Source: an optimization exercise on an open RTL-to-GDS flow (aim: small area, a short achievable clock period and few clock cycles). Production flows keep margins and buffers that such runs may drop.
Only simulation tests tie the RTL to the original design; equivalence was not proved.
Power and IR drop assume default switching activity.

Design mx_chunk_rx, start of the top module:
module mx_chunk_rx (
    input  wire       clk,
    input  wire       rst,
    input  wire       in_valid,
    output reg        in_ready,
    input  wire [7:0] in_data,
    input  wire       in_last,
    output reg        st_valid,
    output reg  [1:0] st_res,
    output reg  [2:0] st_cause,
    output reg        st_disc,
    output wire [7:0] st_msg_len,
    output wire       st_msg_bin,
    output wire       st_acc,
    output wire [7:0] st_rlen,
    output wire [4:0] st_exp_sn,
    output wire       st_frame_bin,
    output wire       m_valid,
    input  wire       m_ready,
    output wire [7:0] m_data,
    output wire       m_last
);
==> flow/config.mk <==
export PLATFORM = sky130hd
export DESIGN_NAME = mx_chunk_rx
export DESIGN_NICKNAME = mx_chunk_rx
export VERILOG_FILES = /design/flow/design.v
export SDC_FILE = /design/flow/constraint.sdc
export NUM_CORES = 4
export LEC_CHECK = 0
export CAP_MARGIN = 20
export CORE_MARGIN = 2
export CORE_UTILIZATION = 40
export CTS_CLUSTER_DIAMETER = 60
export CTS_CLUSTER_SIZE = 24
export SLEW_MARGIN = 20
==> flow/constraint.sdc <==
create_clock -name core_clock -period 10.0 [get_ports {clk}]
set_input_delay 2.0000 -clock core_clock [delete_from_list [all_inputs] [get_ports {clk}]]
set_output_delay 2.0000 -clock core_clock [all_outputs]
set_load 0.01 [all_outputs]
standard.sh (not shown) runs the stock make flow with config.mk's settings and CLKGATE_MAP_FILE= SYNTH_SCRIPT=/design/flow/synth_recipe.tcl, a recipe that flattens the netlist after the stock synthesis.
==> flow/flow/run.sh <==
#!/bin/bash
export SETUP_SLACK_MARGIN=6.5
bash standard.sh > standard.log 2>&1
The baseline finished with timing, DRC and antenna clean.
Testbench counts at the start, summed over its fixed seeds: cycles 30,639.
==> next run, changes <==
==> flow/flow/run.sh (replaced) <==
#!/bin/bash
export SETUP_SLACK_MARGIN=7
bash standard.sh > standard.log 2>&1
CORE_UTILIZATION = 60   (was 40)
CTS_CLUSTER_DIAMETER = unset   (was 60)
CTS_CLUSTER_SIZE = unset   (was 24)
The new run finished with timing, DRC and antenna clean.
Worst hold slack is better by 0.012 ns.
Total power rose by 13%.
Sequential power barely changes.
Core utilization rose by 27 points.
Register-to-register slack is worse by 0.13 ns.
Wire length rose by about 8%.
Fmax fell by about 3.4%.
Sequential cell count does not change.
Worst setup slack is worse by 0.13 ns.

========
== build 82 ==
mx_chunk_rx again, from the RTL that the note above started with.
clock: 10.0 ns
lec_check: 0
cap_margin: 20
core_margin: 2
core_utilization: 40
slew_margin: 20
==> flow/flow/run.sh <==
#!/bin/bash
export SETUP_SLACK_MARGIN=6
bash standard.sh > standard.log 2>&1
Build 82 went all the way through the flow, and no timing, DRC or antenna check failed.
Testbench counts of build 82, summed over its fixed seeds: cycles 30,639.
diff inputs: build 82 => build 5
==> flow/flow/run.sh <==
#!/bin/bash
export SETUP_SLACK_MARGIN=7
bash standard.sh > standard.log 2>&1
### Flow results
Build 82 vs build 5, path type of the worst setup path: in2reg vs reg2reg
Total global-route track usage for build 5: 0.52 points up relative to build 82
Comparing build 82 and build 5, the higher fmax was measured on build 5.
Diff build 82 -> build 5 | clock-buffer cell count | down by a little under 10%
The met1 routing resource usage after global routing of build 5 and that of build 82 are within noise of each other.
For build 5, the launch point of the critical path was hl2s[3]$_DFFE_PP_, unlike build 82, where it was in_data[3].
Looking at routed wire length, build 5 sits 4.9 mm above build 82.
[build 5 vs build 82] clock group total power: lower in build 5
Relative to build 82, clock skew has increased by 0.0051 ns in build 5.
After synthesis and placement, the instance count of build 5 is above that of build 82.
Here is what was changed in the inputs of build 62 compared with build 5.
- CTS_CLUSTER_DIAMETER newly set to 80
- CTS_CLUSTER_SIZE newly set to 28
==> flow/flow/run.sh <==
#!/bin/bash
export SETUP_SLACK_MARGIN=6.5
bash standard.sh > standard.log 2>&1
--- outcome ---
Build 62 ends up with lower area share of buffers outside the clock network than build 5 does. Build 62 ended up with a lower post-layout instance area than build 5 did. On share of the clock period used by the worst path after layout: build 62 sits above build 5. Relative to build 5, hold slack has gone up in build 62. Comparing build 5 and build 62, final cell count is lower on build 62. What build 5 reported for wire length of the first global-routing pass has to be multiplied by 0.943 to get the figure for build 62. Comparing build 5 and build 62, the lower worst-case headroom to the max-slew limit was measured on build 62. In build 62 the count of TritonRoute iterations in the first routing pass turned out 3 lower than in build 5. Lower count of fill cells added during filler insertion among build 5 and build 62: build 5. Going from build 5 to build 62, final estimated routing congestion in global placement grew by a few percent.

## static timing again, ports no longer ideal
How much do the figures lean on ideal ports? The routed layouts below were timed once more, with nothing changed but the port constraints.
Step 1, drivers: a clkbuf_16 drives clk and a buf_2 each remaining input, both assumed.
Step 2 also shifts input and output timing later by t, the mid clock arrival at the registers, as if the neighbouring blocks saw the same clock.
Slacks: no drivers / after step 1 / after step 2; pairs: no drivers / after step 1.
run	t (ns)	setup slack, ns	hold WS [ns]	latest minus earliest clock arrival (ns)
the first run of note 1	0.762	6.204 / 6.204 / 5.839	0.283 / 0.283 / 0.283	0.058 / 0.058
the second run of note 1	0.785	6.072 / 6.072 / 6.072	0.294 / 0.294 / 0.294	0.083 / 0.084
build 82	0.804	6.042 / 6.013 / 5.280	0.287 / 0.287 / 0.287	0.046 / 0.045
build 5	0.801	6.201 / 6.201 / 6.074	0.283 / 0.283 / 0.283	0.053 / 0.053
build 62	0.720	6.179 / 6.179 / 5.873	0.299 / 0.299 / 0.299	0.063 / 0.064
After both steps setup and hold are still met in every run listed. For build 82, which loses most, drivers alone change the setup slack by -0.029 ns; drivers and shift together by -0.762 ns.
